What follows belongs to an exercise in optimizing a design on an open flow for small area and few clock cycles per item; a production flow would make more cautious choices.
At most, simulation tests tie the RTL to the original design; equivalence was not proved.
Only the layout flow was run in runs 4 and 5; the RTL was not checked for function there.
No activity file was given, so power comes from the tool's default toggle rates.

$ cat flow/design.v
module pwlink_rx (
    input  wire         clk,
    input  wire         rst,           
    input  wire         in_valid,
    input  wire [7:0]   in_data,
    output wire         in_ready,
    output reg          out_valid,
    output wire [3:0]   out_class,
    output wire [15:0]  out_seq,
    output wire [15:0]  out_crc,
    output wire [31:0]  out_code,
    output wire [127:0] out_addr
);
    localparam [2:0] S_IDLE = 3'd0,    
                     S_P1   = 3'd1,    
                     S_P2   = 3'd2,    
                     S_P3   = 3'd3,    
                     S_BODY = 3'd4,    
                     S_CR   = 3'd5;    
    localparam [3:0] P_OK  = 4'd0,     
                     P_C1  = 4'd1, P_C2 = 4'd2, P_BAD = 4'd3, P_D8 = 4'd4, P_DE = 4'd5,
                     P_UNR = 4'd12,
                     P_01  = 4'd13,    
                     P_02  = 4'd14,    
                     P_04  = 4'd15;    
    reg [2:0]   state;
    reg [5:0]   blen;                  
    reg [139:0] sr;                    
    reg [15:0]  crc;                   
    reg [15:0]  seq;                   
    reg [3:0]   pc;
    assign in_ready = 1'b1;
    wire [7:0] b = in_data;
    function is_word(input [7:0] x);
        is_word = (x >= 8'h30 && x <= 8'h39) || (x >= 8'h41 && x <= 8'h5A) ||
                  (x >= 8'h61 && x <= 8'h7A) || (x == 8'h5F);
    endfunction
    function is_hexany(input [7:0] x);
        is_hexany = (x >= 8'h30 && x <= 8'h39) || (x >= 8'h41 && x <= 8'h46) ||
                    (x >= 8'h61 && x <= 8'h66);
    endfunction
    function [6:0] hexchar(input [3:0] n);
        hexchar = (n <= 4'd9) ? (7'h30 + {3'd0, n}) : (7'h37 + {3'd0, n});
    endfunction
    function [15:0] crc_step(input [15:0] c, input [6:0] x);
        integer k;
        reg [15:0] r;
        begin
            r = c ^ {1'b0, x, 8'h00};
            for (k = 0; k < 8; k = k + 1)
                r = r[15] ? ((r << 1) ^ 16'h1021) : (r << 1);
            crc_step = r;
        end
    endfunction
    function [2:0] idle_next(input [7:0] x);
        idle_next = (x == 8'h05) ? S_P1 : S_IDLE;
    endfunction
    wire in_body   = in_valid && (state == S_BODY);
    wire bword     = is_word(b);
    wire wstep     = in_body && bword;
    wire frame_done = in_valid && (state == S_CR) && (b == 8'h0A);
    always @(posedge clk) begin
        if (rst) begin
            state <= S_IDLE;
        end else if (in_valid) begin
            case (state)
                S_IDLE: state <= idle_next(b);
                S_P1:   state <= (b == 8'h05) ? S_P2 : S_IDLE;
                S_P2:   state <= (b == 8'h03) ? S_P3 :
                                 (b == 8'h05) ? S_P2 : S_IDLE;
                S_P3:   state <= (b == 8'h03) ? S_BODY : idle_next(b);
                S_BODY: if (bword)
                            state <= S_BODY;
                        else if (b == 8'h0D && blen != 6'd0)
                            state <= S_CR;
                        else
                            state <= idle_next(b);
                S_CR:   state <= (b == 8'h0A) ? S_IDLE : idle_next(b);
                default: state <= S_IDLE;
            endcase
        end
    end
    always @(posedge clk) begin
        if (in_valid && state == S_P3)
            blen <= 6'd0;
        else if (wstep && blen != 6'd63)
            blen <= blen + 6'd1;
    end
    always @(posedge clk) begin
        if (wstep) begin
            sr  <= {sr[132:0], b[6:0]};
            crc <= (blen < 6'd4) ? 16'h0000 : crc_step(crc, sr[27:21]);
        end
    end
    always @(posedge clk) begin
        if (wstep && blen[5:2] == 4'd1)
            seq <= {seq[11:0], b[3:0] + (b[6] ? 4'd9 : 4'd0)};
    end
    always @(posedge clk) begin
        if (wstep) begin
            case (blen)
                6'd0, 6'd1: pc <= (b == "0" && (blen == 6'd0 || pc == P_OK)) ? P_OK : P_UNR;
                6'd2: if (pc != P_OK) pc <= P_UNR;
                      else case (b)
                          "0": pc <= P_OK;
                          "1": pc <= P_01;
                          "2": pc <= P_02;
                          "4": pc <= P_04;
                          default: pc <= P_UNR;
                      endcase
                6'd3: case (pc)
                          P_OK: pc <= (b == "0") ? P_OK : P_UNR;
                          P_01: pc <= (b == "1") ? 4'd6 : (b == "3") ? 4'd7 : (b == "9") ? 4'd8 : P_UNR;
                          P_02: pc <= (b == "4") ? 4'd9 : (b == "7") ? 4'd10 : P_UNR;
                          P_04: pc <= (b == "9") ? 4'd11 : P_UNR;
                          default: pc <= P_UNR;
                      endcase
                6'd4, 6'd5, 6'd6, 6'd7: if (!is_hexany(b)) pc <= P_UNR;
                6'd8, 6'd9: if (pc == P_OK && b != "0") pc <= P_BAD;
                6'd10: if (pc == P_OK) pc <= (b == "C") ? P_01 : (b == "D") ? P_02 : P_BAD;
                6'd11: case (pc)
                          P_01: pc <= (b == "1") ? P_C1 : (b == "2") ? P_C2 : P_BAD;
                          P_02: pc <= (b == "8") ? P_D8 : (b == "E") ? P_DE : P_BAD;
                          default: ;
                       endcase
                default: ;
            endcase
        end
    end
    wire [27:0] crc_text = {hexchar(crc[15:12]), hexchar(crc[11:8]),
                            hexchar(crc[7:4]), hexchar(crc[3:0])};
    wire        crc_ok   = (blen >= 6'd4) && (crc_text == sr[27:0]);
    reg [3:0] cls;
    always @* begin
        if (!crc_ok)
            cls = 4'd0;
        else if (blen < 6'd12)
            cls = 4'd12;
        else case (pc)
            P_C1, P_C2, P_BAD: cls = (blen == 6'd16) ? pc : 4'd12;
            P_D8, P_DE:        cls = (blen == 6'd16) ? 4'd3 : (blen == 6'd32) ? pc : 4'd12;
            4'd6, 4'd7, 4'd8, 4'd9, 4'd10, 4'd11: cls = pc;
            default:           cls = 4'd12;
        endcase
    end
    assign out_class = cls;
    assign out_seq   = seq;
    assign out_crc   = crc;
    assign out_code  = {1'b0, sr[55:49], 1'b0, sr[48:42], 1'b0, sr[41:35], 1'b0, sr[34:28]};
    genvar g;
    generate
        for (g = 0; g < 16; g = g + 1) begin : g_addr
            assign out_addr[8*g+7:8*g] = {1'b0, sr[28+7*g+6:28+7*g]};
        end
    endgenerate
    always @(posedge clk) begin
        if (rst)
            out_valid <= 1'b0;
        else
            out_valid <= frame_done;
    end
endmodule
$ cat flow/config.mk
export PLATFORM = sky130hd
export DESIGN_NAME = pwlink_rx
export DESIGN_NICKNAME = pwlink_rx
export VERILOG_FILES = /design/flow/design.v
export SDC_FILE = /design/flow/constraint.sdc
export NUM_CORES = 4
export LEC_CHECK = 0
export CAP_MARGIN = 20
export CORE_MARGIN = 2
export CORE_UTILIZATION = 40
export SLEW_MARGIN = 20
$ cat flow/flow/run.sh
#!/bin/bash
# Standard layout with smaller port buffers and a leaner clock tree.
set -e
export BUFFER_PORTS_ARGS="-buffer_cell sky130_fd_sc_hd__buf_1"
export CTS_ARGS="-sink_clustering_enable -repair_clock_nets -dont_use_dummy_load -buf_list sky130_fd_sc_hd__clkbuf_8 -sink_clustering_size 12 -sink_clustering_max_diameter 40"
bash standard.sh > standard.log 2>&1
$ cat flow/standard.sh
#!/bin/bash
# synth_recipe.tcl (not shown) runs the flow's synth.tcl, then flattens the netlist and writes it again
# the make line also repeats each setting of config.mk as NAME=value (left out here)
make -C /OpenROAD-flow-scripts/flow DESIGN_CONFIG=/design/flow/config.mk WORK_HOME=/design/flow/orfs CLKGATE_MAP_FILE= SYNTH_SCRIPT=/design/flow/synth_recipe.tcl "${@:-finish}"
$ cat flow/constraint.sdc
create_clock -name core_clock -period 5.0 [get_ports {clk}]
set_input_delay 1.0000 -clock core_clock [delete_from_list [all_inputs] [get_ports {clk}]]
set_output_delay 1.0000 -clock core_clock [all_outputs]
set_load 0.01 [all_outputs]
==> summary.md, run 1 <==
| Metric | Value |
|---|---|
| Status | timing/DRC/antenna clean |
| Reg power frac | 65.7% |
| First-pass GRT wire length | 26.8 mm |
| Met2 GRT Util | 23.6% |
| Synth warn | 1 |
| First DRT Iteration DRCs | 378 |
| Critical path's slowest cell | edfxtp_1 |
| P_int | 2.06 mW |
| CP peak stage delay | 510 ps |
| I/O pins | 209 |
| Distinct cells, synth | 61 |
| Share of layout cells above drive strength 1 | 4.79% |
| PostCTS Resize Cnt | 0 |
| DP Area | 8920 um2 |
| Worst path required time | 4000 ps |
| Final std cells w/o fill | 1053 |
| Die area | 23700 um2 |
| Final Power | 2.64 mW |
| Hold Path Origin | sr[130]$_DFFE_PP_ |
| I/O Buffers | 187 |
| GR peak layer | met2 |
| Fmax achieved | 239 MHz |
| Post-layout util | 41.8% |
| Max-slew headroom | 40.4% |
| DP HPWL | 12.4 mm |
| Power Density | 287 nW/um2 |
| Vias per cell | 4.94 |
| GRT Total Usage | 14.5% |
| Via count | 5205 |
| Synth Register Bits | 186 |
| Sw Ratio | 21.7% |
| Vias in the first global route | 4865 |
| CP Launch Type | flop |
| Switching power | 0.573 mW |
| Dominant synthesized flop cell | edfxtp_1 |
| Setup TNS | 0 ps |
| VDD IR max | 0.184 mV |
| Clock sinks | 186 |
| Post-Syn Area | 9000 um2 |
| Reg clk slew, reported paths | 120 ps |
| Antenna violations before repair | 0 |
| Placeable Area | 22000 um2 |
| RR Startpoint | state[2]$_SDFFE_PP0P_ |
| Critical path type | flop to output pin |
| Worst setup startpoint | crc[4]$_SDFFCE_PN0P_ |
| Congestion Overflow GR | 0 |
| CTS tree | built |
| Antenna Cells | 0 |
| Power share of the clock group | 28.2% |
| Adder-Cell Fraction of Synth Area | 1.95% |
| Final WS setup | 809 ps |
| Antenna viol nets, final | 0 |
| Pre-CTS WS | 882 ps |
| Number of synthesized flops with an enable pin | 176 |
| Setup Fix Bufs, Post-CTS | 0 |
| Hold-fix buffer count after cts | 0 |
| Post-synthesis cell count | 720 |
| Syn avg cell area | 12.5 um2 |
| Share of flip-flops with an asynchronous set or reset | 0% |
| Setup crit end kind | output pin |
| CP cell instances | inv_1, ha_1, nor2_1, o21ai_0, or3_1, a222oi_1, o2111ai_1, nor4_1, buf_1 |
| Register area share after synthesis | 60.9% |
| Synth Area in XOR/XNOR | 4.28% |
| Unrepaired setup endpoints after global routing | no |
| Skew final | 39.8 ps |
| Worst slew pin tran | 882 ps |
| Mux contribution to synthesized area | 0.445% |
| Gate power share | 6.0% |
| Clock Latency Late Sink | 460 ps |
| Final period util | 83.8% |
| Leak Pwr | 2.98 nW |
| HP Class | flop to flop |
| Final wirelength | 17.2 mm |
| WP data arrival | 3190 ps |
| Final Cell Area | 9170 um2 |
| H-tree depth | 4 |
| Root Buffer Master | clkbuf_8 |
| Max Slew Vio Count | 0 |
| Routability Congestion | 0.838 |
| Avg WL per Cell | 16.3 um |
| Layout net count | 800 |
| Final min period | 4190 ps |
| WHS | 428 ps |
| Largest family of logic cells by synthesized area | buffers and inverters |
| Final Hold Viols | 0 |
| DRC Markers | 0 |
| Die Ht | 154 um |
| Commonest cells after routing, fill and taps aside | buf_1, edfxtp_1, nor2_1, nand2_1, xnor2_1 |
| Simple-gate share of the synthesized area | 11.1% |
| # rows | 54 |
| Largest net degree at the start of global routing | 47 |
| Met3 GRT Util | 4.03% |
| Initial core utilization | 41.0% |
| Met1 GRT Util | 19.1% |
| TritonCTS buffer count | 17 |
| Longest Clk Path Bufs | 2 |
| Max-cap violation count | 0 |
| Synthesis-to-finish area growth | 1.88% |
| Pre-antenna DRT Iters | 5 |
| Placed Instances | 1035 |
| Leading cell type in the layout, fill and taps excluded | buf_1 |
| Die extent in x | 154 um |
| Critical-path maximum fanout | 7 |
| Setup violations, final | 0 |
| Synth Area in Compound Gates | 6.12% |
-- worst paths after layout --
path / end / slack (ps) / cells past startpoint
max: out_class[3] / 810 / 9
min: sr[137]$_DFFE_PP_ / 430 / 0
max reg2reg: sr[40]$_DFFE_PP_ / 2510 / 5
min reg2reg: sr[137]$_DFFE_PP_ / 430 / 0
-- state kept, by name, summed over array words and instances (netlist names) --
register	flops
state	3
out_valid	1
crc	16
blen	6
seq	16
pc	4
sr	140
-- Yosys cell counts, types with 10 or more instances --
master / n / share of area (%)
edfxtp_1: 176 / 59
buf_4: 161 / 13
nor2_1: 46 / 1.9
nand2_1: 30 / 1.3
xnor2_1: 30 / 2.9
inv_1: 23 / 0.96
o21ai_0: 21 / 1.2
nor3_1: 18 / 1.0
a21oi_1: 17 / 0.95
nand3_1: 16 / 0.89
clkbuf_1: 15 / 0.63
ha_1: 14 / 1.9
xor2_1: 14 / 1.4
nor4_1: 12 / 0.83
dfxtp_1: 10 / 2.2
nand2b_1: 10 / 0.70
-- per-layer routing --
metal  share of wire [%]  up-vias
met2                  48      184
met3                 6.3       15
met1                  45     2504
met4                 1.2        0
met5                   0        -
li1                    -     2502
-- power groups by stage --
stage | clock network, mW | logic, mW | registers (mW)
after global routing | 0.838 | 0.183 | 1.74
after detailed placement | 0 | 0.155 | 1.77
after CTS | 0.783 | 0.156 | 1.73
after global placement | 0 | 0.155 | 1.77
final | 0.744 | 0.159 | 1.73
after floorplan | 0 | 0.144 | 1.76
-- critical path, delay by kind of cell (launching register included) --
kind	cells	cell delay, ps
flops	1	510
simple gates	3	950
compound gates	3	810
buf+inv	2	270
fa+ha+maj	1	230
-- kinds of logic after synthesis --
group | after synthesis
compound gates | 83
xor+xnor | 44
fa+ha+maj | 14
buf+inv | 202
flops | 186
mux | 4
other cells | 2
simple gates | 185
-- area by class of cell --
type	count	area (um2)
Multi-Input combinational cell	351	2220
Fill cell	2048	12800
Timing Repair Buffer	196	786
Sequential cell	186	5490
Clock buffer	17	234
Tap cell	280	350
Inverter	23	90.1
Testbench counts, summed over its fixed seeds: cycles 12,972, bytes 12,964.
==> inputs of run 2 (changes only) <==
==> flow/run.sh (new file) <==
#!/bin/bash
# synth_recipe.tcl (not shown) runs the flow's synth.tcl, then flattens the netlist and writes it again
# the make line also repeats each setting of config.mk as NAME=value (left out here)
make -C /OpenROAD-flow-scripts/flow DESIGN_CONFIG=/design/flow/config.mk WORK_HOME=/design/flow/orfs CLKGATE_MAP_FILE= SYNTH_SCRIPT=/design/flow/synth_recipe.tcl finish
removed: flow/flow/run.sh
removed: flow/standard.sh
==> summary.md, run 2 <==
| Metric | Value |
|---|---|
| Status | timing/DRC/antenna clean (unchanged) |
| Die Ht | 154 um (unchanged) |
| CTS tree | built (unchanged) |
| # rows | 54 (unchanged) |
| Pre-antenna DRT Iters | 5 (unchanged) |
| Power share of the clock group | 41.6% (was 28.2%) |
| Final Hold Viols | 0 (unchanged) |
| Reg power frac | 52.9% (was 65.7%) |
| RR Startpoint | state[2]$_SDFFE_PP0P_ (unchanged) |
| Hold Path Origin | seq[2]$_DFFE_PP_ (was sr[130]$_DFFE_PP_) |
| FF-to-FF End | crc[9]$_SDFFCE_PN0P_ (was sr[40]$_DFFE_PP_) |
| Worst slew pin tran | 869 ps (was 882 ps) |
| Leading cell type in the layout, fill and taps excluded | clkdlybuf4s50_1 (was buf_1) |
| H-tree depth | 4 (unchanged) |
| Max-cap violation count | 0 (unchanged) |
| VDD IR max | 0.227 mV (was 0.184 mV) |
| Unrepaired setup endpoints after global routing | no (unchanged) |
| Hold-fix buffer count after cts | 0 (unchanged) |
| Max-slew headroom | 41.5% (was 40.4%) |
| P_int | 2.46 mW (was 2.06 mW) |
| Share of layout cells above drive strength 1 | 6.84% (was 4.79%) |
| CP delay by family, top | compound AO/OA/AOI/OAI gates (was simple AND/OR/NAND/NOR gates) |
| Vias per cell | 5.06 (was 4.94) |
| Dominant synthesized flop cell | edfxtp_1 (unchanged) |
| Die area | 23700 um2 (unchanged) |
| Distinct cells, synth | 61 (unchanged) |
| TritonCTS buffer count | 17 (unchanged) |
| I/O Buffers | 187 (unchanged) |
| CP cell instances | inv_1, ha_1, nor2_1, o21ai_0, a2111oi_0, o221a_2, o2111ai_1, nor4_1, clkdlybuf4s50_1 (was inv_1, ha_1, nor2_1, o21ai_0, or3_1, a222oi_1, o2111ai_1, nor4_1, buf_1) |
| Initial core utilization | 41.0% (unchanged) |
| Synth top area share | 58.7% (unchanged) |
| Number of synthesized flops with an enable pin | 176 (unchanged) |
| Setup TNS | 0 ps (unchanged) |
| Synthesis-to-finish area growth | 19.2% (was 1.88%) |
| PostCTS Resize Cnt | 0 (unchanged) |
| Gate power share | 5.5% (was 6.0%) |
| Switching power | 0.808 mW (was 0.573 mW) |
| Die extent in x | 154 um (unchanged) |
| Antenna viol nets, final | 0 (unchanged) |
| Clock sinks | 186 (unchanged) |
| Post-Syn Area | 9000 um2 (unchanged) |
| Post-layout util | 48.9% (was 41.8%) |
| First-pass GRT wire length | 29.4 mm (was 26.8 mm) |
| Layout net count | 802 (was 800) |
| Synth warn | 1 (unchanged) |
| Antenna Cells | 0 (unchanged) |
| Reg clk slew, reported paths | 80 ps (was 120 ps) |
| Worst reg2reg setup slack | 2570 ps (was 2510 ps) |
| Placeable Area | 22000 um2 (unchanged) |
| Area contributors post-synth | edfxtp_1, buf_4, xnor2_1, dfxtp_1, ha_1 (unchanged) |
| Synth Register Bits | 186 (unchanged) |
| Largest net degree at the start of global routing | 98 (was 47) |
| Critical path's slowest cell | clkdlybuf4s50_1 (was edfxtp_1) |
| Via count | 5417 (was 5205) |
| DP HPWL | 13.7 mm (was 12.4 mm) |
| Register area share after synthesis | 60.9% (unchanged) |
| Commonest cells after routing, fill and taps aside | clkdlybuf4s50_1, edfxtp_1, nor2_1, nand2_1, xnor2_1 (was buf_1, edfxtp_1, nor2_1, nand2_1, xnor2_1) |
| Synth cell count leaders | edfxtp_1, buf_4, nor2_1, nand2_1, xnor2_1 (unchanged) |
| HP Class | flop to flop (unchanged) |
| Worst R2R Path Depth | 6 (was 5) |
| CP peak stage delay | 600 ps (was 510 ps) |
| Max reg flops | 140 (unchanged) |
| Fmax achieved | 221 MHz (was 239 MHz) |
| Routability Congestion | 0.856 (was 0.838) |
| Share of flip-flops with an asynchronous set or reset | 0% (unchanged) |
| Final period util | 90.3% (was 83.8%) |
| Power Density | 305 nW/um2 (was 287 nW/um2) |
| Post-synthesis cell count | 720 (unchanged) |
| Syn avg cell area | 12.5 um2 (unchanged) |
| Top Registers | sr x140, crc x16, seq x16 (unchanged) |
| Skew final | 15.3 ps (was 39.8 ps) |
| I/O pins | 209 (unchanged) |
| Largest Register | sr (unchanged) |
| Setup violations, final | 0 (unchanged) |
| Final Cell Area | 10700 um2 (was 9170 um2) |
| Worst hold endpoint | seq[6]$_DFFE_PP_ (was sr[137]$_DFFE_PP_) |
| Setup crit end kind | output pin (unchanged) |
| GRT Total Usage | 15.7% (was 14.5%) |
| DRC Markers | 0 (unchanged) |
| Critical-path maximum fanout | 5 (was 7) |
| Antenna violations before repair | 0 (unchanged) |
| First DRT Iteration DRCs | 445 (was 378) |
| Sw Ratio | 24.7% (was 21.7%) |
| Leak Pwr | 3.67 nW (was 2.98 nW) |
| Max Slew Vio Count | 0 (unchanged) |
| Root Buffer Master | clkbuf_16 (was clkbuf_8) |
| DP Area | 10100 um2 (was 8920 um2) |
| WP data arrival | 3520 ps (was 3190 ps) |
| Congestion Overflow GR | 0 (unchanged) |
| Most numerous cell in the Yosys netlist | edfxtp_1 (unchanged) |
| Clock Latency Late Sink | 430 ps (was 460 ps) |
| CP Launch Type | flop (unchanged) |
| Hold depth | 0 (unchanged) |
| Critical path type | flop to output pin (unchanged) |
| Longest Clk Path Bufs | 2 (unchanged) |
| Worst path required time | 4000 ps (about the same) |
| Final wirelength | 18.7 mm (was 17.2 mm) |
| Setup Fix Bufs, Post-CTS | 0 (unchanged) |
| Synth area leader | edfxtp_1 (unchanged) |
| Vias in the first global route | 5250 (was 4865) |
| Final min period | 4520 ps (was 4190 ps) |
| WP buf/inv | 2 (unchanged) |
| Avg WL per Cell | 17.4 um (was 16.3 um) |
[run 2: cell counts after synthesis]
Identical to the previous run, type by type.
[run 2: worst max path at each step]
stage / from / end / slack (ps) / cells past startpoint
2_1_floorplan: in_data[3] / crc[0]$_SDFFCE_PP0P_ / 230 / 6
3_3_place_gp: crc[4]$_SDFFCE_PN0P_ / out_class[2] / 1050 / 8
3_5_place_dp: crc[4]$_SDFFCE_PN0P_ / out_class[3] / 910 / 9
4_1_cts: crc[4]$_SDFFCE_PN0P_ / out_class[3] / 410 / 9
5_1_grt: crc[4]$_SDFFCE_PN0P_ / out_class[3] / 170 / 9
6_report: crc[9]$_SDFFCE_PN0P_ / out_class[3] / 480 / 9
[run 2: final cells by class]
cell class,count,area [um2]
clock buffer,17,425
clock inverter,15,189
fill,1923,11200
inverter,23,90.1
multi-input combinational,351,2220
sequential,186,5490
tap,280,350
timing repair buffer,198,1970
[run 2: kinds of logic after synthesis]
kind of cell    after synthesis  share of synthesized area [%]
xor+xnor                     44                           4.28
buf+inv                     202                           15.1
simple gates                185                           11.1
compound gates               83                           6.12
mux                           4                          0.445
other cells                   2                         0.0834
flops                       186                           60.9
fa+ha+maj                    14                           1.95
[run 2: metrics by stage]
stage	total power, mW	setup slack, ps	hold slack [ps]	cells
6_report	3.27	485	447	1070
4_1_cts	3.31	409	450	1070
3_3_place_gp	1.94	1050	430	1038
3_5_place_dp	1.94	911	431	1038
5_1_grt	3.39	169	458	1070
2_1_floorplan	1.90	226	428	739
[run 2: per-layer routing]
layer	track usage, %	share of wire [%]
met1	20.8	44
met3	3.75	7.0
met4	6.01	1.8
met2	25.2	47
met5	0	0
[run 2: power by group through the flow]
stage          combinational [mW]  clock [mW]  sequential, mW
6_report                    0.181        1.36            1.73
5_1_grt                     0.201        1.46            1.74
4_1_cts                     0.179        1.40            1.73
3_5_place_dp                0.177           0            1.77
3_3_place_gp                0.173           0            1.76
2_1_floorplan               0.144           0            1.76
==> inputs of run 3 (changes only) <==
--- a/flow/design.v
+++ b/flow/design.v
@@ -5,5 +5,5 @@
     input  wire [7:0]   in_data,
     output wire         in_ready,
-    output reg          out_valid,
+    output wire         out_valid,
     output wire [3:0]   out_class,
     output wire [15:0]  out_seq,
@@ -17,5 +17,6 @@
                      S_P3   = 3'd3,    
                      S_BODY = 3'd4,    
-                     S_CR   = 3'd5;    
+                     S_CR   = 3'd5,    
+                     S_DONE = 3'd6;    
     localparam [3:0] P_OK  = 4'd0,     
                      P_C1  = 4'd1, P_C2 = 4'd2, P_BAD = 4'd3, P_D8 = 4'd4, P_DE = 4'd5,
@@ -30,5 +31,6 @@
     reg [15:0]  seq;                   
     reg [3:0]   pc;
-    assign in_ready = 1'b1;
+    assign in_ready  = 1'b1;
+    assign out_valid = (state == S_DONE);
     wire [7:0] b = in_data;
     function is_word(input [7:0] x);
@@ -39,7 +41,4 @@
         is_hexany = (x >= 8'h30 && x <= 8'h39) || (x >= 8'h41 && x <= 8'h46) ||
                     (x >= 8'h61 && x <= 8'h66);
-    endfunction
-    function [6:0] hexchar(input [3:0] n);
-        hexchar = (n <= 4'd9) ? (7'h30 + {3'd0, n}) : (7'h37 + {3'd0, n});
     endfunction
     function [15:0] crc_step(input [15:0] c, input [6:0] x);
@@ -56,8 +55,11 @@
         idle_next = (x == 8'h05) ? S_P1 : S_IDLE;
     endfunction
-    wire in_body   = in_valid && (state == S_BODY);
-    wire bword     = is_word(b);
-    wire wstep     = in_body && bword;
-    wire frame_done = in_valid && (state == S_CR) && (b == 8'h0A);
+    wire bword = is_word(b);
+    wire wstep = in_valid && (state == S_BODY) && bword;
+    wire       enc_l   = (b[6:3] == 4'b1000) && (b[2:0] != 3'd7);
+    wire [6:0] win_in  = enc_l ? {4'b0111, b[2] ^ (b[1] & b[0]), b[1] ^ b[0], ~b[0]} : b[6:0];
+    wire [6:0] w3      = sr[27:21];    
+    wire       dec_l   = (w3[6:3] == 4'b0111) && (w3[2] || w3[1]);
+    wire [6:0] win_out = dec_l ? {4'b1000, w3[2] ^ (~w3[1] & ~w3[0]), ~(w3[1] ^ w3[0]), ~w3[0]} : w3;
     always @(posedge clk) begin
         if (rst) begin
@@ -65,5 +67,4 @@
         end else if (in_valid) begin
             case (state)
-                S_IDLE: state <= idle_next(b);
                 S_P1:   state <= (b == 8'h05) ? S_P2 : S_IDLE;
                 S_P2:   state <= (b == 8'h03) ? S_P3 :
@@ -76,7 +77,9 @@
                         else
                             state <= idle_next(b);
-                S_CR:   state <= (b == 8'h0A) ? S_IDLE : idle_next(b);
-                default: state <= S_IDLE;
+                S_CR:   state <= (b == 8'h0A) ? S_DONE : idle_next(b);
+                default: state <= idle_next(b);
             endcase
+        end else if (state == S_DONE) begin
+            state <= S_IDLE;
         end
     end
@@ -89,11 +92,11 @@
     always @(posedge clk) begin
         if (wstep) begin
-            sr  <= {sr[132:0], b[6:0]};
-            crc <= (blen < 6'd4) ? 16'h0000 : crc_step(crc, sr[27:21]);
+            sr  <= {sr[132:28], win_out, sr[20:0], win_in};
+            crc <= (blen < 6'd4) ? 16'h0000 : crc_step(crc, win_out);
         end
     end
     always @(posedge clk) begin
         if (wstep && blen[5:2] == 4'd1)
-            seq <= {seq[11:0], b[3:0] + (b[6] ? 4'd9 : 4'd0)};
+            seq <= {seq[11:0], b[6] | b[3], b[6] ? {b[2] ^ (b[1] & b[0]), b[1] ^ b[0], ~b[0]} : b[2:0]};
     end
     always @(posedge clk) begin
@@ -128,7 +131,6 @@
         end
     end
-    wire [27:0] crc_text = {hexchar(crc[15:12]), hexchar(crc[11:8]),
-                            hexchar(crc[7:4]), hexchar(crc[3:0])};
-    wire        crc_ok   = (blen >= 6'd4) && (crc_text == sr[27:0]);
+    wire crc_ok = (blen >= 6'd4) &&
+                  (sr[27:0] == {3'b011, crc[15:12], 3'b011, crc[11:8], 3'b011, crc[7:4], 3'b011, crc[3:0]});
     reg [3:0] cls;
     always @* begin
@@ -154,9 +156,3 @@
         end
     endgenerate
-    always @(posedge clk) begin
-        if (rst)
-            out_valid <= 1'b0;
-        else
-            out_valid <= frame_done;
-    end
 endmodule
==> flow/flow/run.sh (new file) <==
#!/bin/bash
# Standard layout with smaller port buffers and a leaner clock tree.
set -e
export BUFFER_PORTS_ARGS="-buffer_cell sky130_fd_sc_hd__buf_1"
export CTS_ARGS="-sink_clustering_enable -repair_clock_nets -dont_use_dummy_load -buf_list sky130_fd_sc_hd__clkbuf_8 -sink_clustering_size 12 -sink_clustering_max_diameter 40"
bash standard.sh > standard.log 2>&1
==> flow/standard.sh (new file) <==
#!/bin/bash
# synth_recipe.tcl (not shown) runs the flow's synth.tcl, then flattens the netlist and writes it again
# the make line also repeats each setting of config.mk as NAME=value (left out here)
make -C /OpenROAD-flow-scripts/flow DESIGN_CONFIG=/design/flow/config.mk WORK_HOME=/design/flow/orfs CLKGATE_MAP_FILE= SYNTH_SCRIPT=/design/flow/synth_recipe.tcl "${@:-finish}"
removed: flow/run.sh
==> summary.md, run 3 <==
| Metric | Value |
|---|---|
| CP cell instances | nor4b_1, nand3_1, nor4_1, nand4_1, a2111oi_0, buf_1 (was inv_1, ha_1, nor2_1, o21ai_0, a2111oi_0, o221a_2, o2111ai_1, nor4_1, clkdlybuf4s50_1) |
| Pre-CTS WS | 1170 ps (was 911 ps) |
| Leading cell type in the layout, fill and taps excluded | buf_1 (was clkdlybuf4s50_1) |
| First DRT Iteration DRCs | 344 (was 445) |
| Antenna Cells | 0 (unchanged) |
| Synth Area in XOR/XNOR | 4.41% (was 4.28%) |
| Max-cap violation count | 0 (unchanged) |
| Power share of the clock group | 30.2% (was 41.6%) |
| Critical path's slowest cell | edfxtp_1 (was clkdlybuf4s50_1) |
| Synth Register Bits | 185 (was 186) |
| Worst reg2reg setup slack | 2530 ps (was 2570 ps) |
| Post-synthesis cell count | 685 (was 720) |
| Critical path type | flop to output pin (unchanged) |
| First-pass GRT wire length | 24.7 mm (was 29.4 mm) |
| Antenna violations before repair | 0 (unchanged) |
| WHS | 415 ps (was 447 ps) |
| GRT Total Usage | 13.4% (was 15.7%) |
| DP HPWL | 11.4 mm (was 13.7 mm) |
| Die Ht | 153 um (was 154 um) |
| Die extent in x | 153 um (was 154 um) |
| Synth Area in Compound Gates | 6.05% (was 6.12%) |
| VDD IR max | 0.130 mV (was 0.227 mV) |
| Synthesis-to-finish area growth | 1.12% (was 19.2%) |
| I/O Buffers | 187 (unchanged) |
| Share of layout cells above drive strength 1 | 4.68% (was 6.84%) |
| Root Buffer Master | clkbuf_8 (was clkbuf_16) |
| P_int | 1.99 mW (was 2.46 mW) |
| CP delay by family, top | simple AND/OR/NAND/NOR gates (was compound AO/OA/AOI/OAI gates) |
| Dominant synthesized flop cell | edfxtp_1 (unchanged) |
| Reg power frac | 67.5% (was 52.9%) |
| Max Slew Vio Count | 0 (unchanged) |
| Pre-antenna DRT Iters | 6 (was 5) |
| Setup Fix Bufs, Post-CTS | 0 (unchanged) |
| Avg WL per Cell | 15.9 um (was 17.4 um) |
| WP buf/inv | 1 (was 2) |
| Final std cells w/o fill | 1006 (was 1070) |
| Distinct cells, synth | 69 (was 61) |
| Largest Register | sr (unchanged) |
| DRC Markers | 0 (unchanged) |
| HP Class | flop to flop (unchanged) |
| CTS tree | built (unchanged) |
| Mux contribution to synthesized area | 0.496% (was 0.445%) |
| Synth cell count leaders | edfxtp_1, buf_4, nor2_1, nand2_1, xnor2_1 (unchanged) |
| Leak Pwr | 2.75 nW (was 3.67 nW) |
| Switching power | 0.487 mW (was 0.808 mW) |
| I/O pins | 209 (unchanged) |
| Final period util | 69.1% (was 90.3%) |
| Sw Ratio | 19.7% (was 24.7%) |
| Final min period | 3460 ps (was 4520 ps) |
| WP data arrival | 2460 ps (was 3520 ps) |
| Final wirelength | 16.0 mm (was 18.7 mm) |
| CP Launch Type | flop (unchanged) |
| Congestion Overflow GR | 0 (unchanged) |
| Setup TNS | 0 ps (unchanged) |
| Skew final | 40.4 ps (was 15.3 ps) |
| Synth area leader | edfxtp_1 (unchanged) |
| Clock sinks | 185 (was 186) |
| Clock Latency Late Sink | 450 ps (was 430 ps) |
| # rows | 54 (unchanged) |
| Setup violations, final | 0 (unchanged) |
| Vias in the first global route | 4477 (was 5250) |
| Register area share after synthesis | 61.9% (was 60.9%) |
| CP peak stage delay | 390 ps (was 600 ps) |
| Area contributors post-synth | edfxtp_1, buf_4, dfxtp_1, xnor2_1, xor2_1 (was edfxtp_1, buf_4, xnor2_1, dfxtp_1, ha_1) |
| DP Area | 8700 um2 (was 10100 um2) |
| Die area | 23300 um2 (was 23700 um2) |
| Worst path required time | 4000 ps (about the same) |
| Synth top area share | 59.8% (was 58.7%) |
| Reg clk slew, reported paths | 110 ps (was 80 ps) |
| Final Cell Area | 8930 um2 (was 10700 um2) |
| Status | timing/DRC/antenna clean (unchanged) |
| Critical-path maximum fanout | 4 (was 5) |
| Largest family of logic cells by synthesized area | buffers and inverters (unchanged) |
| PostCTS Resize Cnt | 0 (unchanged) |
| Initial core utilization | 40.6% (was 41.0%) |
| Vias per cell | 4.83 (was 5.06) |
| Simple-gate share of the synthesized area | 9.97% (was 11.1%) |
| Power Density | 277 nW/um2 (was 305 nW/um2) |
| Fmax achieved | 289 MHz (was 221 MHz) |
| Gate power share | 2.3% (was 5.5%) |
| Top Registers | sr x140, crc x16, seq x16 (unchanged) |
| TritonCTS buffer count | 17 (unchanged) |
| Commonest cells after routing, fill and taps aside | buf_1, edfxtp_1, nor2_1, nand2_1, conb_1 (was clkdlybuf4s50_1, edfxtp_1, nor2_1, nand2_1, xnor2_1) |
| Post-Syn Area | 8830 um2 (was 9000 um2) |
| Final Hold Viols | 0 (unchanged) |
| Share of flip-flops with an asynchronous set or reset | 0% (unchanged) |
| Longest Clk Path Bufs | 2 (unchanged) |
| Synth warn | 1 (unchanged) |
| Largest net degree at the start of global routing | 93 (was 98) |
| Final WS setup | 1540 ps (was 485 ps) |
| Most numerous cell in the Yosys netlist | edfxtp_1 (unchanged) |
| Worst slew pin tran | 755 ps (was 869 ps) |
| Routability Congestion | 0.885 (was 0.856) |
| Max reg flops | 140 (unchanged) |
| Layout net count | 750 (was 802) |
| Syn avg cell area | 12.9 um2 (was 12.5 um2) |
| Antenna viol nets, final | 0 (unchanged) |
| Hold-fix buffer count after cts | 0 (unchanged) |
| Setup crit end kind | output pin (unchanged) |
| Max-slew headroom | 49.7% (was 41.5%) |
| H-tree depth | 4 (unchanged) |
| Placed Instances | 989 (was 1038) |
| Number of synthesized flops with an enable pin | 176 (unchanged) |
| Placeable Area | 21800 um2 (was 22000 um2) |
| Adder-Cell Fraction of Synth Area | 1.56% (was 1.95%) |
| Via count | 4856 (was 5417) |
| Unrepaired setup endpoints after global routing | no (unchanged) |
run 3: per-layer routing:
metal / global-route usage [%] / share of wire (%)
met5: 0 / 0
met4: 3.26 / 0.98
met2: 21.6 / 47
met3: 4.01 / 6.8
met1: 17.8 / 45
run 3: final timing paths:
| kind | to | from | cells past startpoint |
|---|---|---|---|
| worst max-delay path | out_class[1] | sr[6]$_SDFFCE_PP0P_ | 6 |
| worst min-delay path | sr[129]$_DFFE_PP_ | sr[122]$_DFFE_PP_ | 0 |
| worst max register to register | pc[1]$_DFFE_PP_ | pc[0]$_DFFE_PP_ | 5 |
| worst min register to register | sr[129]$_DFFE_PP_ | sr[122]$_DFFE_PP_ | 0 |
run 3: kinds of logic after synthesis:
logic type               Yosys count
AND/OR/NAND/NOR                  167
buffers and inverters            198
multiplexers                       4
XOR/XNOR                          41
AO/OA/AOI/OAI                     77
flip-flops                       185
other                              2
adder cells (fa/ha/maj)           11
run 3: power by group through the flow:
stage                     clock (mW)  combinational, mW  sequential, mW
after floorplan                    0             0.0543            1.71
after global placement             0             0.0552            1.71
after detailed placement           0             0.0550            1.71
after CTS                      0.789             0.0554            1.67
after global routing           0.842             0.0627            1.67
final                          0.748             0.0561            1.67
run 3: cell type report:
class / instances / area, um2
Multi-Input combinational cell: 321 / 2070
Tap cell: 280 / 350
Timing Repair Buffer: 191 / 757
Inverter: 12 / 48.8
Sequential cell: 185 / 5470
Fill cell: 2058 / 12800
Clock buffer: 17 / 234
run 3: stage by stage:
stage / utilization (%) / total power [mW]
finish: 41.0 / 2.48
global route: 41.0 / 2.58
CTS: 41.0 / 2.52
detailed placement: 40.0 / 1.76
global placement: 40.0 / 1.76
floorplan: - / 1.76
Testbench counts of run 3, summed over its fixed seeds: cycles 12,972, bytes 12,964.
==> inputs of run 4 (changes only) <==
--- a/flow/design.v
+++ b/flow/design.v
@@ -42,12 +42,10 @@
                     (x >= 8'h61 && x <= 8'h66);
     endfunction
-    function [15:0] crc_step(input [15:0] c, input [6:0] x);
-        integer k;
-        reg [15:0] r;
+    function [15:0] crc_step(input [15:0] c, input [6:0] x, input g);
+        reg [7:0] t, u;
         begin
-            r = c ^ {1'b0, x, 8'h00};
-            for (k = 0; k < 8; k = k + 1)
-                r = r[15] ? ((r << 1) ^ 16'h1021) : (r << 1);
-            crc_step = r;
+            t = {c[15], c[14:8] ^ x} & {8{g}};
+            u = {t[7:4], t[3:0] ^ t[7:4]};
+            crc_step = {c[7:0], 8'h00} ^ {u[3:0], 12'h000} ^ {3'b000, u, 5'b00000} ^ {8'h00, u};
         end
     endfunction
@@ -93,5 +91,5 @@
         if (wstep) begin
             sr  <= {sr[132:28], win_out, sr[20:0], win_in};
-            crc <= (blen < 6'd4) ? 16'h0000 : crc_step(crc, win_out);
+            crc <= crc_step(crc, win_out, blen >= 6'd4);
         end
     end
==> summary.md, run 4 <==
| Metric | Value |
|---|---|
| Commonest cells after routing, fill and taps aside | buf_1, edfxtp_1, nand2_1, nor2_1, xnor2_1 (was buf_1, edfxtp_1, nor2_1, nand2_1, conb_1) |
| HP Class | flop to flop (unchanged) |
| Leak Pwr | 2.89 nW (was 2.75 nW) |
| Largest net degree at the start of global routing | 137 (was 93) |
| DP HPWL | 12.3 mm (was 11.4 mm) |
| Hold-fix buffer count after cts | 0 (unchanged) |
| Dominant synthesized flop cell | edfxtp_1 (unchanged) |
| Mux contribution to synthesized area | 0.869% (was 0.496%) |
| Hold Path Origin | sr[118]$_DFFE_PP_ (was sr[122]$_DFFE_PP_) |
| WHS | 427 ps (was 415 ps) |
| Max-slew headroom | 32.3% (was 49.7%) |
| Fill cell count | 2068 (was 2058) |
| Die extent in x | 153 um (about the same) |
| Synth area leader | edfxtp_1 (unchanged) |
| WP data arrival | 2730 ps (was 2460 ps) |
| Worst slew pin tran | 1020 ps (was 755 ps) |
| Critical path type | flop to output pin (unchanged) |
| First-pass GRT wire length | 26.3 mm (was 24.7 mm) |
| I/O pins | 209 (unchanged) |
| Worst path required time | 4000 ps (about the same) |
| Area contributors post-synth | edfxtp_1, buf_4, xnor2_1, xor2_1, dfxtp_1 (was edfxtp_1, buf_4, dfxtp_1, xnor2_1, xor2_1) |
| Pre-antenna DRT Iters | 5 (was 6) |
| Share of flip-flops with an asynchronous set or reset | 0% (unchanged) |
| Multi-input combinational cell area | 2190 um2 (was 2070 um2) |
| Final Power | 2.49 mW (was 2.48 mW) |
| Post-synthesis cell count | 693 (was 685) |
| Antenna violations before repair | 0 (unchanged) |
| Share of layout cells above drive strength 1 | 5.59% (was 4.68%) |
| Pre-CTS WS | 1330 ps (was 1170 ps) |
| Final WS setup | 1270 ps (was 1540 ps) |
| CP peak stage delay | 560 ps (was 390 ps) |
| Worst setup startpoint | blen[3]$_SDFFE_PP0P_ (was sr[6]$_SDFFCE_PP0P_) |
| CP cell instances | nor2_1, nand2_1, nand4b_1, nor4_1, nand4_1, nor3_1, buf_1 (was nor4b_1, nand3_1, nor4_1, nand4_1, a2111oi_0, buf_1) |
| Synth Area in Compound Gates | 6.24% (was 6.05%) |
| Power Density | 275 nW/um2 (was 277 nW/um2) |
| Final period util | 74.5% (was 69.1%) |
| Synth cell count leaders | edfxtp_1, buf_4, nand2_1, nor2_1, xnor2_1 (was edfxtp_1, buf_4, nor2_1, nand2_1, xnor2_1) |
| PostCTS Resize Cnt | 0 (unchanged) |
| WP buf/inv | 1 (unchanged) |
| Vias per cell | 4.98 (was 4.83) |
| Simple-gate share of the synthesized area | 10.1% (was 9.97%) |
| First DRT Iteration DRCs | 391 (was 344) |
| Largest Register | sr (unchanged) |
| Vias in the first global route | 4704 (was 4477) |
| Avg WL per Cell | 17.1 um (was 15.9 um) |
| Max-cap violation count | 0 (unchanged) |
| Most numerous cell in the Yosys netlist | edfxtp_1 (unchanged) |
| CTS tree | built (unchanged) |
| DRC Markers | 0 (unchanged) |
| CP delay by family, top | simple AND/OR/NAND/NOR gates (unchanged) |
| RR Startpoint | pc[1]$_DFFE_PP_ (was pc[0]$_DFFE_PP_) |
| Setup Fix Bufs, Post-CTS | 0 (unchanged) |
| Fmax achieved | 268 MHz (was 289 MHz) |
| Unrepaired setup endpoints after global routing | no (unchanged) |
| Post-Syn Area | 8930 um2 (was 8830 um2) |
| Register area share after synthesis | 61.2% (was 61.9%) |
| Register Area | 5470 um2 (unchanged) |
| Final Hold Viols | 0 (unchanged) |
| Antenna Cells | 0 (unchanged) |
| Distinct cells, synth | 71 (was 69) |
| Synth Register Bits | 185 (unchanged) |
| Top Registers | sr x140, crc x16, seq x16 (unchanged) |
| Max Slew Vio Count | 0 (unchanged) |
| Largest family of logic cells by synthesized area | buffers and inverters (unchanged) |
| # rows | 54 (unchanged) |
| Leading cell type in the layout, fill and taps excluded | buf_1 (unchanged) |
| Initial core utilization | 40.8% (was 40.6%) |
| Skew final | 38.2 ps (was 40.4 ps) |
| Syn avg cell area | 12.9 um2 (about the same) |
| Reg clk slew, reported paths | 120 ps (was 110 ps) |
| TritonCTS buffer count | 17 (unchanged) |
| Status | timing/DRC/antenna clean (unchanged) |
| Setup violations, final | 0 (unchanged) |
| Final Cell Area | 9030 um2 (was 8930 um2) |
| Synth warn | 1 (unchanged) |
| Clock Latency Late Sink | 470 ps (was 450 ps) |
| Synth Area in XOR/XNOR | 4.51% (was 4.41%) |
| Synthesis-to-finish area growth | 1.22% (was 1.12%) |
| Die Ht | 153 um (about the same) |
| Congestion Overflow GR | 0 (unchanged) |
| Die area | 23500 um2 (was 23300 um2) |
| Routability Congestion | 0.869 (was 0.885) |
| Final wirelength | 17.4 mm (was 16.0 mm) |
| Setup crit end kind | output pin (unchanged) |
| Longest Clk Path Bufs | 2 (unchanged) |
| Critical path's slowest cell | dfxtp_1 (was edfxtp_1) |
| Layout net count | 757 (was 750) |
| H-tree depth | 4 (unchanged) |
| Adder-Cell Fraction of Synth Area | 1.54% (was 1.56%) |
| CP Launch Type | flop (unchanged) |
| Synth top area share | 59.2% (was 59.8%) |
| Clock sinks | 185 (unchanged) |
| Final min period | 3730 ps (was 3460 ps) |
| Critical-path maximum fanout | 12 (was 4) |
| Antenna viol nets, final | 0 (unchanged) |
| I/O Buffers | 187 (unchanged) |
| Placeable Area | 21900 um2 (was 21800 um2) |
| Via count | 5049 (was 4856) |
| Worst reg2reg setup slack | 2300 ps (was 2530 ps) |
| Max reg flops | 140 (unchanged) |
| Number of synthesized flops with an enable pin | 176 (unchanged) |
| GRT Total Usage | 14.4% (was 13.4%) |
| Root Buffer Master | clkbuf_8 (unchanged) |
| DP Area | 8800 um2 (was 8700 um2) |
| VDD IR max | 0.127 mV (was 0.130 mV) |
run 4: power by group:
part | switching (mW) | total (mW) | internal [mW]
Combinational | 0.0466 | 0.0660 | 0.0194
Sequential | 0.0000374 | 1.67 | 1.67
Clock | 0.452 | 0.753 | 0.301
run 4: metal layers:
layer | routed length, um | global-route usage [%]
met1 | 7650 | 18.9
met2 | 8090 | 22.7
met3 | 1170 | 3.88
met4 | 452 | 5.77
met5 | 0 | 0
run 4: path summary, 6_finish.rpt:
check,to,depth (start not counted)
setup / recovery,out_class[0],7
hold / removal,sr[125]$_DFFE_PP_,0
setup reg to reg,pc[2]$_DFFE_PP_,6
hold reg to reg,sr[125]$_DFFE_PP_,0
run 4: logic make-up after synthesis:
| logic type | Yosys count |
|---|---|
| flops | 185 |
| xor+xnor | 46 |
| other cells | 2 |
| compound gates | 86 |
| mux | 7 |
| simple gates | 155 |
| fa+ha+maj | 11 |
| buf+inv | 201 |
run 4: layout make-up:
type	instances	share of cell area [%]
flip-flops and latches	185	60.5
inverters	15	0.651
multi-input cells	326	24.2
well taps	280	3.88
repair buffers	190	8.16
clock buffers	17	2.59
run 4: stage by stage:
step                      setup TNS, ps  std cells  util (%)
after floorplan                   -4540        712         -
after global placement                0        996      40.2
after detailed placement              0        996      40.2
after CTS                             0       1013      41.3
after global routing                  0       1013      41.3
final                                 0       1013      41.3
==> inputs of run 5 (changes only) <==
==> flow/flow/run.sh (replaced) <==
#!/bin/bash
# Standard layout (the standard.sh, unchanged synthesis) with:
#  - the smallest buffer on every port,
#  - combinational cells brought back to their smallest size after floorplan
#    (placement and timing repair size up where needed),
#  - one tie cell for all constant outputs,
#  - a clock tree of clkbuf_8 without dummy loads,
#  - power recovery (downsizing off-critical cells) after global routing.
set -e
export BUFFER_PORTS_ARGS="-buffer_cell sky130_fd_sc_hd__buf_1"
export POST_FLOORPLAN_TCL="$PWD/flow/downsize.tcl"
export SKIP_REPAIR_TIE_FANOUT=1
export RECOVER_POWER=100
export CTS_ARGS="-sink_clustering_enable -repair_clock_nets -dont_use_dummy_load -buf_list sky130_fd_sc_hd__clkbuf_8"
bash standard.sh > standard.log 2>&1
==> flow/flow/downsize.tcl (new file) <==
# Floorplan hook: map every combinational cell that synthesis sized up to the
# smallest cell of the same function; placement and timing repair size up again
# only where the design needs it.
set ds_dont_use [split $::env(DONT_USE_CELLS)]
array set ds_best {}
foreach lc [get_lib_cells */sky130_fd_sc_hd__*] {
  set n [get_name $lc]
  if {[lsearch -exact $ds_dont_use $n] >= 0} { continue }
  if {![regexp {^(sky130_fd_sc_hd__[a-z0-9]+)_([0-9]+)$} $n -> base d]} { continue }
  set a [get_property $lc area]
  if {![info exists ds_best($base)] || $a < [lindex $ds_best($base) 1]} {
    set ds_best($base) [list $n $a]
  }
}
set ds_count 0
set ds_saved 0.0
foreach inst [get_cells *] {
  set m [get_property $inst ref_name]
  if {![regexp {^(sky130_fd_sc_hd__[a-z0-9]+)_([0-9]+)$} $m -> base d]} { continue }
  if {[regexp {^sky130_fd_sc_hd__(s?e?df|dl|tap|conb|fill|decap|clk|diode)} $base]} { continue }
  if {![info exists ds_best($base)]} { continue }
  set target [lindex $ds_best($base) 0]
  if {$target eq $m} { continue }
  set old_area [get_property [get_lib_cells */$m] area]
  replace_cell $inst [lindex [get_lib_cells */$target] 0]
  incr ds_count
  set ds_saved [expr {$ds_saved + $old_area - [lindex $ds_best($base) 1]}]
}
puts "downsize: $ds_count cells replaced, [format %.1f $ds_saved] um2 saved"
==> summary.md, run 5 <==
| Metric | Value |
|---|---|
| CTS tree | built (unchanged) |
| Antenna violations before repair | 0 (unchanged) |
| Hold depth | 0 (unchanged) |
| Final std cells w/o fill | 994 (was 1013) |
| Share of flip-flops with an asynchronous set or reset | 0% (unchanged) |
| Final wirelength | 17.4 mm (about the same) |
| Power Density | 280 nW/um2 (was 275 nW/um2) |
| CP peak stage delay | 640 ps (was 560 ps) |
| Max reg flops | 140 (unchanged) |
| Die extent in x | 153 um (unchanged) |
| Final WS setup | 1270 ps (about the same) |
| Register area share after synthesis | 61.2% (unchanged) |
| Final Hold Viols | 0 (unchanged) |
| Distinct cells, synth | 71 (unchanged) |
| First-pass GRT wire length | 26.5 mm (was 26.3 mm) |
| Dominant synthesized flop cell | edfxtp_1 (unchanged) |
| DP Area | 8640 um2 (was 8800 um2) |
| Avg WL per Cell | 17.5 um (was 17.1 um) |
| Clock sinks | 185 (unchanged) |
| Largest Register | sr (unchanged) |
| Die Ht | 153 um (unchanged) |
| Commonest cells after routing, fill and taps aside | buf_1, edfxtp_1, nand2_1, nor2_1, xnor2_1 (unchanged) |
| Longest Clk Path Bufs | 2 (unchanged) |
| Worst reg2reg setup slack | 2120 ps (was 2300 ps) |
| First DRT Iteration DRCs | 611 (was 391) |
| Critical path type | input pin to flop (was flop to output pin) |
| VDD IR max | 0.0985 mV (was 0.127 mV) |
| I/O Buffers | 187 (unchanged) |
| Pre-antenna DRT Iters | 5 (unchanged) |
| Vias per cell | 5.10 (was 4.98) |
| Hold Path Origin | sr[58]$_DFFE_PP_ (was sr[118]$_DFFE_PP_) |
| Final period util | 74.7% (was 74.5%) |
| Post-synthesis cell count | 693 (unchanged) |
| WP data arrival | 3790 ps (was 2730 ps) |
| Synthesis-to-finish area growth | -0.855% (was 1.22%) |
| WP buf/inv | 2 (was 1) |
| Reg clk slew, reported paths | 110 ps (was 120 ps) |
| Placeable Area | 21900 um2 (unchanged) |
| Pre-CTS WS | 1090 ps (was 1330 ps) |
| Most numerous cell in the Yosys netlist | edfxtp_1 (unchanged) |
| H-tree depth | 4 (unchanged) |
| Max-cap violation count | 0 (unchanged) |
| Congestion Overflow GR | 0 (unchanged) |
| Post-Syn Area | 8930 um2 (unchanged) |
| Status | timing/DRC/antenna clean (unchanged) |
| Max-slew headroom | 36.5% (was 32.3%) |
| Vias in the first global route | 4670 (was 4704) |
| Synth area leader | edfxtp_1 (unchanged) |
| Fmax achieved | 268 MHz (about the same) |
| Leading cell type in the layout, fill and taps excluded | buf_1 (unchanged) |
| PostCTS Resize Cnt | 0 (unchanged) |
| Hold-fix buffer count after cts | 0 (unchanged) |
| CP Launch Type | input pin (was flop) |
| Critical-path maximum fanout | 16 (was 12) |
| Synth cell count leaders | edfxtp_1, buf_4, nand2_1, nor2_1, xnor2_1 (unchanged) |
| I/O pins | 209 (unchanged) |
| DP HPWL | 12.5 mm (was 12.3 mm) |
| Top Registers | sr x140, crc x16, seq x16 (unchanged) |
| Routability Congestion | 0.856 (was 0.869) |
| Syn avg cell area | 12.9 um2 (unchanged) |
| Skew final | 36.7 ps (was 38.2 ps) |
| HP Class | flop to flop (unchanged) |
| Critical path's slowest cell | clkbuf_1 (was dfxtp_1) |
| Worst slew pin tran | 952 ps (was 1020 ps) |
| Synth top area share | 59.2% (unchanged) |
| Unrepaired setup endpoints after global routing | no (unchanged) |
| Final min period | 3730 ps (about the same) |
| Fill cell count | 2140 (was 2068) |
| Worst hold endpoint | sr[65]$_DFFE_PP_ (was sr[125]$_DFFE_PP_) |
| RR Startpoint | pc[1]$_DFFE_PP_ (unchanged) |
| FF-to-FF End | pc[0]$_DFFE_PP_ (was pc[2]$_DFFE_PP_) |
| GRT Total Usage | 14.6% (was 14.4%) |
| Area contributors post-synth | edfxtp_1, buf_4, xnor2_1, xor2_1, dfxtp_1 (unchanged) |
| Clock Latency Late Sink | 460 ps (was 470 ps) |
| Setup crit end kind | flop (was output pin) |
| Root Buffer Master | clkbuf_8 (unchanged) |
| Antenna Cells | 0 (unchanged) |
| Synth warn | 1 (unchanged) |
| Via count | 5070 (was 5049) |
| Leak Pwr | 2.80 nW (was 2.89 nW) |
| Layout net count | 738 (was 757) |
| Share of layout cells above drive strength 1 | 2.52% (was 5.59%) |
| Final Cell Area | 8850 um2 (was 9030 um2) |
| Max Slew Vio Count | 0 (unchanged) |
| Setup Fix Bufs, Post-CTS | 0 (unchanged) |
| Initial core utilization | 40.8% (unchanged) |
| Synth Register Bits | 185 (unchanged) |
| # rows | 54 (unchanged) |
| CP cell instances | clkbuf_1, ha_1, o21bai_1, a211oi_1, and4bb_1, nor2b_1, nor2b_1, clkbuf_1 (was nor2_1, nand2_1, nand4b_1, nor4_1, nand4_1, nor3_1, buf_1) |
| Setup violations, final | 0 (unchanged) |
| CP delay by family, top | simple AND/OR/NAND/NOR gates (unchanged) |
| Placed Instances | 977 (was 996) |
| Antenna viol nets, final | 0 (unchanged) |
| TritonCTS buffer count | 17 (unchanged) |
| Number of synthesized flops with an enable pin | 176 (unchanged) |
| Worst R2R Path Depth | 6 (unchanged) |
| Final Power | 2.48 mW (was 2.49 mW) |
| Die area | 23500 um2 (unchanged) |
| DRC Markers | 0 (unchanged) |
| Largest net degree at the start of global routing | 157 (was 137) |
| Worst path required time | 5050 ps (was 4000 ps) |
-- run 5: cell count changes in the layout (fill, tap and decap cells not counted), moves of 6 or more --
| cell | delta |
|---|---|
| buf_1 | -6 |
| conb_1 | -19 |
| and2_1 | -6 |
| clkbuf_1 | +8 |
| and2_0 | +6 |
-- run 5: cell type report --
cell class | instances | area (um2) | share of cell area (%)
sequential | 185 | 5470 | 61.8
clock buffer | 17 | 234 | 2.64
inverter | 15 | 56.3 | 0.636
tap | 280 | 350 | 3.96
multi-input combinational | 307 | 2010 | 22.8
timing repair buffer | 190 | 729 | 8.24
-- run 5: cells by family after synthesis --
logic type      synth area share, %
other cells                  0.0841
buf+inv                        15.5
fa+ha+maj                      1.54
simple gates                   10.1
xor+xnor                       4.51
mux                           0.869
flops                          61.2
compound gates                 6.24
-- run 5: metrics by stage --
stage          TNS [ps]  hold WS, ps  utilization (%)
2_1_floorplan     -4540          418                -
3_3_place_gp          0          428             39.5
3_5_place_dp          0          434             39.5
4_1_cts               0          432             40.5
5_1_grt               0          443             40.4
6_report              0          434             40.4
-- run 5: report_power, final --
part,internal (mW),switching (mW),total (mW)
registers,1.67,0.0000371,1.67
clock network,0.302,0.446,0.747
logic,0.0154,0.0427,0.0581
total,1.99,0.488,2.48
-- run 5: per-layer routing --
| layer | up-vias | wire, um | GRT usage, % |
|---|---|---|---|
| met5 | - | 0 | 0 |
| met4 | 0 | 435 | 6.20 |
| met3 | 24 | 1260 | 4.54 |
| met2 | 230 | 8310 | 22.8 |
| met1 | 2450 | 7430 | 18.9 |
| li1 | 2366 | - | - |
-- run 5: worst max-delay path by stage --
stage,startpoint,end,cells after the start
2_1_floorplan,in_data[7],seq[0]$_DFFE_PP_,6
3_3_place_gp,in_data[1],pc[0]$_DFFE_PP_,8
3_5_place_dp,in_data[1],pc[0]$_DFFE_PP_,8
4_1_cts,blen[2]$_SDFFE_PP0P_,out_class[1],7
5_1_grt,blen[2]$_SDFFE_PP0P_,out_class[0],7
6_report,in_data[0],seq[6]$_DFFE_PP_,8
==> inputs of run 6 (changes only) <==
--- a/flow/design.v
+++ b/flow/design.v
@@ -42,10 +42,12 @@
                     (x >= 8'h61 && x <= 8'h66);
     endfunction
-    function [15:0] crc_step(input [15:0] c, input [6:0] x, input g);
-        reg [7:0] t, u;
+    function [15:0] crc_step(input [15:0] c, input [6:0] x);
+        integer k;
+        reg [15:0] r;
         begin
-            t = {c[15], c[14:8] ^ x} & {8{g}};
-            u = {t[7:4], t[3:0] ^ t[7:4]};
-            crc_step = {c[7:0], 8'h00} ^ {u[3:0], 12'h000} ^ {3'b000, u, 5'b00000} ^ {8'h00, u};
+            r = c ^ {1'b0, x, 8'h00};
+            for (k = 0; k < 8; k = k + 1)
+                r = r[15] ? ((r << 1) ^ 16'h1021) : (r << 1);
+            crc_step = r;
         end
     endfunction
@@ -91,5 +93,5 @@
         if (wstep) begin
             sr  <= {sr[132:28], win_out, sr[20:0], win_in};
-            crc <= crc_step(crc, win_out, blen >= 6'd4);
+            crc <= (blen < 6'd4) ? 16'h0000 : crc_step(crc, win_out);
         end
     end
==> summary.md, run 6 <==
| Metric | Value |
|---|---|
| Status | timing/DRC/antenna clean (unchanged) |
| Congestion Overflow GR | 0 (unchanged) |
| Final Cell Area | 8800 um2 (was 8850 um2) |
| WP data arrival | 4030 ps (was 3790 ps) |
| Area contributors post-synth | edfxtp_1, buf_4, dfxtp_1, xnor2_1, xor2_1 (was edfxtp_1, buf_4, xnor2_1, xor2_1, dfxtp_1) |
| CP Launch Type | input pin (unchanged) |
| Max-cap violation count | 0 (unchanged) |
| Leak Pwr | 2.66 nW (was 2.80 nW) |
| Setup TNS | 0 ps (unchanged) |
| Setup violations, final | 0 (unchanged) |
| Die extent in x | 153 um (about the same) |
| Post-synthesis cell count | 685 (was 693) |
| GRT Total Usage | 14.2% (was 14.6%) |
| Critical path type | input pin to flop (unchanged) |
| # rows | 54 (unchanged) |
| Max reg flops | 140 (unchanged) |
| Synth cell count leaders | edfxtp_1, buf_4, nor2_1, nand2_1, xnor2_1 (was edfxtp_1, buf_4, nand2_1, nor2_1, xnor2_1) |
| Largest net degree at the start of global routing | 157 (unchanged) |
| Synth Register Bits | 185 (unchanged) |
| Hold-fix buffer count after cts | 0 (unchanged) |
| Clock sinks | 185 (unchanged) |
| Max Slew Vio Count | 0 (unchanged) |
| Register area share after synthesis | 61.9% (was 61.2%) |
| DRC Markers | 0 (unchanged) |
| Layout net count | 731 (was 738) |
| Vias in the first global route | 4638 (was 4670) |
| Synth area leader | edfxtp_1 (unchanged) |
| Final wirelength | 17.0 mm (was 17.4 mm) |
| VDD IR max | 0.100 mV (was 0.0985 mV) |
| Longest Clk Path Bufs | 2 (unchanged) |
| Setup crit end kind | flop (unchanged) |
| Top Registers | sr x140, crc x16, seq x16 (unchanged) |
| Synth top area share | 59.8% (was 59.2%) |
| Share of layout cells above drive strength 1 | 2.83% (was 2.52%) |
| Fmax achieved | 249 MHz (was 268 MHz) |
| Die Ht | 153 um (about the same) |
| HP Class | flop to flop (unchanged) |
| Placeable Area | 21800 um2 (was 21900 um2) |
| Root Buffer Master | clkbuf_8 (unchanged) |
| Final min period | 4010 ps (was 3730 ps) |
| Worst path required time | 5020 ps (was 5050 ps) |
| Synthesis-to-finish area growth | -0.340% (was -0.855%) |
| Power Density | 281 nW/um2 (was 280 nW/um2) |
| Clock Latency Late Sink | 440 ps (was 460 ps) |
| Largest Register | sr (unchanged) |
| Fill cell count | 2061 (was 2140) |
| Die area | 23300 um2 (was 23500 um2) |
| Initial core utilization | 40.6% (was 40.8%) |
| Avg WL per Cell | 17.2 um (was 17.5 um) |
| Setup Fix Bufs, Post-CTS | 0 (unchanged) |
| Antenna viol nets, final | 0 (unchanged) |
| Vias per cell | 4.97 (was 5.10) |
| Antenna Cells | 0 (unchanged) |
| Share of flip-flops with an asynchronous set or reset | 0% (unchanged) |
| Number of synthesized flops with an enable pin | 176 (unchanged) |
| I/O pins | 209 (unchanged) |
| First-pass GRT wire length | 25.8 mm (was 26.5 mm) |
| Skew final | 31.6 ps (was 36.7 ps) |
| Most numerous cell in the Yosys netlist | edfxtp_1 (unchanged) |
| Worst slew pin tran | 1390 ps (was 952 ps) |
| Critical-path maximum fanout | 156 (was 16) |
| Syn avg cell area | 12.9 um2 (about the same) |
| Leading cell type in the layout, fill and taps excluded | buf_1 (unchanged) |
| Max-slew headroom | 7.63% (was 36.5%) |
| DP Area | 8590 um2 (was 8640 um2) |
| DP HPWL | 12.1 mm (was 12.5 mm) |
| Multi-input combinational cell area | 1970 um2 (was 2010 um2) |
| Register Area | 5470 um2 (unchanged) |
| Unrepaired setup endpoints after global routing | no (unchanged) |
| PostCTS Resize Cnt | 0 (unchanged) |
| First DRT Iteration DRCs | 285 (was 611) |
| Final Hold Viols | 0 (unchanged) |
| Reg clk slew, reported paths | 110 ps (about the same) |
| I/O Buffers | 187 (unchanged) |
| TritonCTS buffer count | 17 (unchanged) |
| Post-Syn Area | 8830 um2 (was 8930 um2) |
| Antenna violations before repair | 0 (unchanged) |
| CTS tree | built (unchanged) |
| H-tree depth | 4 (unchanged) |
| Routability Congestion | 0.840 (was 0.856) |
| Via count | 4908 (was 5070) |
| Commonest cells after routing, fill and taps aside | buf_1, edfxtp_1, nor2_1, nand2_1, xnor2_1 (was buf_1, edfxtp_1, nand2_1, nor2_1, xnor2_1) |
| Synth warn | 1 (unchanged) |
| Dominant synthesized flop cell | edfxtp_1 (unchanged) |
| Final period util | 80.2% (was 74.7%) |
| Pre-antenna DRT Iters | 5 (unchanged) |
| Distinct cells, synth | 69 (was 71) |
[run 6: cell count changes after synthesis, moves of 5 or more]
cell,change
nand2b_1,+5
o21ai_0,-5
nor2b_1,+9
nor2_1,+9
clkbuf_1,+5
o31ai_1,+5
buf_2,-5
[run 6: where the power goes]
part / internal [mW] / total (mW) / switching [mW]
combinational: 0.0164 / 0.0545 / 0.0381
sequential: 1.67 / 1.67 / 0.00119
clock: 0.302 / 0.745 / 0.444
total: 1.99 / 2.47 / 0.483
[run 6: logic make-up after synthesis]
logic type / after synthesis / share of synthesized area [%]
buffers and inverters: 198 / 15.5
adder cells (fa/ha/maj): 11 / 1.56
multiplexers: 4 / 0.496
flip-flops: 185 / 61.9
other: 2 / 0.0850
XOR/XNOR: 41 / 4.41
AND/OR/NAND/NOR: 167 / 9.97
AO/OA/AOI/OAI: 77 / 6.05
[run 6: layout make-up]
type | instances | area share, %
inverters | 12 | 0.554
clock buffers | 17 | 2.66
multi-input cells | 302 | 22.4
flip-flops and latches | 185 | 62.1
repair buffers | 191 | 8.27
well taps | 280 | 3.98
[run 6: routing by layer]
metal	GRT usage, %	vias to the layer above	share of wire, %
li1	-	2321	-
met1	17.2	2396	42
met2	24.4	180	50
met3	4.66	11	7.2
met4	3.75	0	0.91
met5	0	-	0
[run 6: per-stage QoR]
step	power, mW	util, %	worst slack (ps)	instances	hold slack [ps]
floorplan	1.76	-	4.78	685	418
global placement	1.76	39.5	1060	970	427
detailed placement	1.76	39.5	970	970	433
CTS	2.51	40.6	1280	987	437
global route	2.58	40.5	779	987	437
finish	2.47	40.5	991	987	435
[run 6: path summary, 6_finish.rpt]
check	start	to	slack, ps	cells past startpoint
setup / recovery	in_data[0]	sr[124]$_DFFE_PP_	990	8
hold / removal	sr[104]$_DFFE_PP_	sr[111]$_DFFE_PP_	430	0
setup reg to reg	blen[2]$_SDFFE_PP0P_	pc[3]$_DFFE_PP_	1950	7
hold reg to reg	sr[104]$_DFFE_PP_	sr[111]$_DFFE_PP_	430	0
[run 6: critical path: stages]
cell and delay (ps):
clkbuf_1 300, ha_1 440, nor2_1 110, or3_1 310, a31o_1 230, a31o_1 400
clkinvlp_4 150, buf_6 990
Testbench counts of run 6, summed over its fixed seeds: cycles 12,972, bytes 12,964.

==> separate check: timing with driven ports <==
No port has a modelled driver above. Below, the same layouts with a new extraction and two added sets of constraints.
Step 1 (the two cells are an assumption about what drives the block):
set clk [get_ports {clk}]
set_driving_cell -lib_cell sky130_fd_sc_hd__clkbuf_16 $clk
set_driving_cell -lib_cell sky130_fd_sc_hd__buf_2 [delete_from_list [all_inputs] $clk]
Step 2 also shifts input and output timing later by t, the mid clock arrival at the registers, as if the neighbouring blocks saw the same clock.
Three values: no drivers, after step 1, after step 2; two values: the first two.
| run | t (ns) | setup WS [ns] | latest minus earliest clock arrival (ns) | worst slew at a driven data input, ns |
|---|---|---|---|---|
| run 1 | 0.471 | 0.809 / 0.770 / 0.925 | 0.059 / 0.059 | 0.03 |
| run 2 | 0.472 | 0.485 / 0.439 / 0.911 | 0.016 / 0.016 | 0.04 |
| run 3 | 0.471 | 1.544 / 1.501 / 1.118 | 0.047 / 0.047 | 0.04 |
| run 4 | 0.492 | 1.275 / 1.233 / 1.263 | 0.049 / 0.049 | 0.03 |
| run 5 | 0.471 | 1.266 / 1.280 / 0.810 | 0.053 / 0.053 | 0.03 |
| run 6 | 0.468 | 0.991 / 1.006 / 0.538 | 0.041 / 0.040 | 0.03 |
After both steps setup and hold are still met in every run listed. The setup slack of run 5, which loses most, moves by +0.014 ns with the drivers and by -0.456 ns with both steps.
